Background: an optimization exercise with open tools, aiming at small area and a short achievable clock period. Do not read the settings as production practice.
Function was checked by simulation only, so behaviour that the tests miss may differ from the original.

Design f007th_core, start of the top module:
module f007th_core (
    input  wire        clk,
    input  wire        rst,
    input  wire        rx,
    output reg         o_valid,
    output wire [2:0]  o_err,
    output wire [7:0]  o_dev,
    output reg  [3:0]  o_ch,
    output wire        o_batt,
    output wire [11:0] o_tcode,
    output wire [7:0]  o_hum
);
Size: roughly 5300 cells after synthesis, roughly 40 I/O pins, roughly 98000 sq um of cells after synthesis.
==> module f007th_core, before the edit <==
module f007th_core (
    input  wire        clk,
    input  wire        rst,
    input  wire        rx,
    output reg         o_valid,
    output wire [2:0]  o_err,
    output wire [7:0]  o_dev,
    output reg  [3:0]  o_ch,
    output wire        o_batt,
    output wire [11:0] o_tcode,
    output wire [7:0]  o_hum
);
    localparam [1:0] PH_SEARCH = 2'd0;
    localparam [1:0] PH_SHORT  = 2'd1;
    localparam [1:0] PH_LONG   = 2'd2;
    localparam integer NSLOT = 256;
    localparam integer WW    = 18;
    reg [1:0] ph;
    reg [3:0] tmr;
    reg       exp_lvl;
    reg [3:0] hdr;
    reg       fz;
    reg [2:0] nbits;
    reg [2:0] nbytes;
    wire match    = (rx == exp_lvl);
    wire tmr_last = (tmr == 4'd1);
    wire hchk     = (ph == PH_LONG) && tmr_last;
    wire exp_new  = exp_lvl ^ match;
    wire bit_val  = exp_new;
    wire hdr_ok   = (hdr >= 4'd10);
    wire hdr_hit  = hchk && !fz && bit_val;
    wire hdr_err  = hchk && !fz && !bit_val && !hdr_ok;
    wire emit     = hchk && (fz || (!bit_val && hdr_ok));
    wire byte_done = emit && (nbits == 3'd7);
    wire frame     = hchk && fz && (nbits == 3'd7) && (nbytes == 3'd5);
    wire qchk_fail = (ph == PH_SHORT) && tmr_last && !match;
    wire restart   = qchk_fail || hdr_err || frame || (ph == 2'b11);
    always @(posedge clk) begin
        if (rst || restart) begin
            ph      <= PH_SEARCH;
            tmr     <= 4'd0;
            exp_lvl <= 1'b1;
            hdr     <= 4'd0;
            fz      <= 1'b0;
            nbits   <= 3'd6;
            nbytes  <= 3'd0;
        end else begin
            case (ph)
                PH_SEARCH: begin
                    if (match) begin
                        ph  <= PH_SHORT;
                        tmr <= 4'd4;
                    end
                end
                PH_SHORT: begin
                    if (!tmr_last) begin
                        tmr <= tmr - 1'b1;
                    end else begin
                        ph  <= PH_LONG;
                        tmr <= 4'd8;
                    end
                end
                PH_LONG: begin
                    if (!tmr_last) begin
                        tmr <= tmr - 1'b1;
                    end else begin
                        ph      <= PH_SEARCH;
                        tmr     <= 4'd0;
                        exp_lvl <= exp_new;
                        if (hdr_hit && !hdr_ok)
                            hdr <= hdr + 4'd1;
                        if (emit)
                            fz <= 1'b1;
                        if (emit) begin
                            if (byte_done) begin
                                nbits  <= 3'd0;
                                nbytes <= nbytes + 3'd1;
                            end else begin
                                nbits  <= nbits + 3'd1;
                            end
                        end
                    end
                end
                default: ;
            endcase
        end
    end
    reg [31:0] d;
    always @(posedge clk)
        if (emit && (nbytes < 3'd5))
            d <= {d[30:0], bit_val};
    wire [7:0]  f_dev   = d[31:24];
    wire        f_batt  = d[23];
    wire [2:0]  f_chraw = d[22:20];
    wire [11:0] f_tcode = d[19:8];
    wire [7:0]  f_hum   = d[7:0];
    reg  [7:0] slot;
    wire [7:0] k_dev = d[15:8];
    reg  [7:0] k_a, k_b;
    reg        k_sub;
    always @(*) begin
        k_sub = 1'b0;
        case (d[6:4])
            3'd0: begin k_a = k_dev;      k_b = 8'd0;        end   
            3'd1: begin k_a = k_dev << 1; k_b = 8'd0;        end   
            3'd2: begin k_a = k_dev << 1; k_b = k_dev;       end   
            3'd3: begin k_a = k_dev << 2; k_b = 8'd0;        end   
            3'd4: begin k_a = k_dev << 2; k_b = k_dev;       end   
            3'd5: begin k_a = k_dev << 2; k_b = k_dev << 1;  end   
            3'd6: begin k_a = k_dev << 3; k_b = k_dev; k_sub = 1'b1; end   
            default: begin k_a = k_dev << 3; k_b = 8'd0;     end   
        endcase
    end
    wire [7:0] key = k_sub ? (k_a - k_b) : (k_a + k_b);
    always @(posedge clk)
        if (nbytes == 3'd3 && nbits == 3'd0)
            slot <= key;
    reg [NSLOT*WW-1:0] ring;
    reg [7:0]          ptr;
    reg                clr;
    reg                wbp;       
    reg [WW-1:0]       h;         
    reg           hit;       
    wire [WW-1:0] rout = ring[NSLOT*WW-1 -: WW];
    wire [WW-1:0] rin  = clr ? {WW{1'b0}} : ((wbp && hit) ? h : rout);
    always @(posedge clk)
        ring <= {ring[NSLOT*WW-WW-1:0], rin};
    wire [7:0] ptr_nx = {ptr[6:0], ptr[7] ^ ptr[5] ^ ptr[4] ^ ptr[3] ^ (ptr[6:0] == 7'd0)};
    always @(posedge clk) begin
        if (rst) begin
            ptr <= 8'd0;
            clr <= 1'b1;
        end else begin
            ptr <= ptr_nx;
            if (ptr == 8'd128)
                clr <= 1'b0;
        end
    end
    always @(posedge clk)
        hit <= (ptr_nx == slot);
    wire [10:0] s_tcode = h[17:7];
    wire [6:0]  s_hum   = h[6:0];
    wire        s_set   = (s_tcode != 11'd0);
    wire [11:0] t_d = {1'b0, f_tcode[10:0]} - {1'b0, s_tcode};
    wire [7:0]  h_d = {1'b0, f_hum[6:0]} - {1'b0, s_hum};
    wire t_near = t_d[11] ? (t_d[10:0] >= 11'd1976) : (t_d[10:0] <= 11'd72);
    wire h_near = h_d[7]  ? (h_d[6:0]  >= 7'd124)   : (h_d[6:0]  <= 7'd4);
    wire chk_id = (f_dev != 8'd0);
    wire chk_tr = (f_tcode >= 12'd181) && (f_tcode <= 12'd1619);
    wire chk_hr = (f_hum < 8'd100);
    wire chk_tj = !s_set || t_near;
    wire chk_hj = !s_set || h_near;
    reg [2:0] verdict;
    always @(posedge clk) begin
        if (!chk_id)      verdict <= 3'd1;
        else if (!chk_tr) verdict <= 3'd2;
        else if (!chk_hr) verdict <= 3'd3;
        else if (!chk_tj) verdict <= 3'd4;
        else if (!chk_hj) verdict <= 3'd5;
        else              verdict <= 3'd0;
    end
    wire accept = frame && (verdict == 3'd0);
    always @(posedge clk) begin
        if (accept)
            h <= {f_tcode[10:0], f_hum[6:0]};
        else if (hit && !wbp)
            h <= rout;
    end
    always @(posedge clk) begin
        if (rst)
            wbp <= 1'b0;
        else if (accept)
            wbp <= 1'b1;
        else if (hit)
            wbp <= 1'b0;
    end
    always @(posedge clk) begin
        o_valid <= !rst && frame;
        o_ch    <= {1'b0, f_chraw} + 4'd1;
    end
    assign o_err   = verdict;
    assign o_dev   = f_dev;
    assign o_batt  = f_batt;
    assign o_tcode = f_tcode;
    assign o_hum   = f_hum;
endmodule
==> flow/config.mk <==
export PLATFORM = sky130hd
export DESIGN_NAME = f007th_core
export DESIGN_NICKNAME = f007th_core
export VERILOG_FILES = /design/flow/design.v
export SDC_FILE = /design/flow/constraint.sdc
export NUM_CORES = 4
export LEC_CHECK = 0
export CAP_MARGIN = 20
export CORE_MARGIN = 2
export CORE_UTILIZATION = 70
export PLACE_DENSITY = 0.8
export SLEW_MARGIN = 20
==> flow/constraint.sdc <==
create_clock -name core_clock -period 12.0 [get_ports {clk}]
set_input_delay 2.4000 -clock core_clock [delete_from_list [all_inputs] [get_ports {clk}]]
set_output_delay 2.4000 -clock core_clock [all_outputs]
set_load 0.01 [all_outputs]
standard.sh (not shown) runs the stock make flow with config.mk's settings and CLKGATE_MAP_FILE= SYNTH_SCRIPT=/design/flow/synth_recipe.tcl, a recipe that flattens the netlist after the stock synthesis.
==> flow/flow/run.sh <==
#!/bin/bash
# Standard ORFS layout through the standard.sh (unchanged synthesis) with
# these changes to how the layout is made:
set -uo pipefail
RES=orfs/results/sky130hd/f007th_core/base
export LIB=$FLOW_HOME/platforms/sky130hd/lib/sky130_fd_sc_hd__tt_025C_1v80.lib
export RES

attempt() {  # n util density cluster_size cluster_diameter
  local n=$1
  rm -f out/final.def
  bash standard.sh SETUP_SLACK_MARGIN=8.5 CORE_UTILIZATION=$2 PLACE_DENSITY=$3 \
    "CTS_ARGS=-sink_clustering_enable -repair_clock_nets -sink_clustering_size $4 -sink_clustering_max_diameter $5 -buf_list sky130_fd_sc_hd__clkbuf_16 -dont_use_dummy_load" \
    finish > standard_flow_$n.log 2>&1 || return 1
  [[ -f out/final.def && -f $RES/6_final.spef ]] || return 1
  openroad -no_init -exit flow/slewcheck.tcl > slewcheck_$n.log 2>&1 || return 1
  local w
  w=$(awk '/^WORST_CLK_SLEW/ {print $2}' slewcheck_$n.log)
  [[ -n "$w" ]] || return 1
  awk -v w="$w" 'BEGIN { exit !(w < 0.118) }'
}

attempt 1 70 0.8 25 50 && exit 0
mv orfs orfs_try1
attempt 2 65 0.75 20 40 && exit 0
mv orfs orfs_try2
attempt 3 60 0.7 16 35 && exit 0
[[ -f out/final.def ]]
==> flow/flow/slewcheck.tcl <==
# Prints the worst flip-flop clock-pin slew (ns) of the finished layout, using
# the final extracted parasitics that ORFS wrote.
set res $::env(RES)
read_liberty $::env(LIB)
read_db $res/6_final.odb
read_sdc $::env(FLOW_SDC)
set_propagated_clock [all_clocks]
read_spef $res/6_final.spef
set worst 0
foreach pin [get_pins -hierarchical */CLK] {
  set s [get_property $pin slew_max]
  if {$s > $worst} { set worst $s }
}
puts "WORST_CLK_SLEW $worst"
Edit:
--- a/flow/design.v
+++ b/flow/design.v
@@ -4,10 +4,10 @@
     input  wire        rx,
     output reg         o_valid,
-    output wire [2:0]  o_err,
-    output wire [7:0]  o_dev,
+    output reg  [2:0]  o_err,
+    output reg  [7:0]  o_dev,
     output reg  [3:0]  o_ch,
-    output wire        o_batt,
-    output wire [11:0] o_tcode,
-    output wire [7:0]  o_hum
+    output reg         o_batt,
+    output reg  [11:0] o_tcode,
+    output reg  [7:0]  o_hum
 );
     localparam [1:0] PH_SEARCH = 2'd0;
@@ -177,10 +177,10 @@
     always @(posedge clk) begin
         o_valid <= !rst && frame;
+        o_err   <= verdict;
+        o_dev   <= f_dev;
         o_ch    <= {1'b0, f_chraw} + 4'd1;
+        o_batt  <= f_batt;
+        o_tcode <= f_tcode;
+        o_hum   <= f_hum;
     end
-    assign o_err   = verdict;
-    assign o_dev   = f_dev;
-    assign o_batt  = f_batt;
-    assign o_tcode = f_tcode;
-    assign o_hum   = f_hum;
 endmodule
After rerunning:
- die area came out higher slightly
- critical path depth does not change
- via count is about the same
- non-clock buffer count came out lower by 38
- synthesized cell count is about the same

re-timing with driven ports:
No port has a modelled driver above. Below, the same layouts with a new extraction and two added sets of constraints.
Step 1 (the two cells are an assumption about what drives the block):
set clk [get_ports {clk}]
set_driving_cell -lib_cell sky130_fd_sc_hd__clkbuf_16 $clk
set_driving_cell -lib_cell sky130_fd_sc_hd__buf_2 [delete_from_list [all_inputs] $clk]
Step 2 adds t to the input delays and takes it off the output delays; t is the mean of the earliest and latest rising clock arrival at the registers after step 1. Input paths then give back, and output paths get back, about the clock's delay inside the block.
a / b / c = no drivers / after step 1 / after step 2; a / b = the first two.
run	t (ns)	setup WS [ns]	worst setup path at the end	worst register clock-pin slew, ns
the first run	0.940	8.034 / 7.961 / 7.596	input to register	0.10 / 0.10
the second run	0.932	8.304 / 8.232 / 7.612	input to register	0.11 / 0.11
After both steps every run listed still meets setup and hold. The setup slack of the second run, which loses most, moves by -0.072 ns with the drivers and by -0.692 ns with both steps.
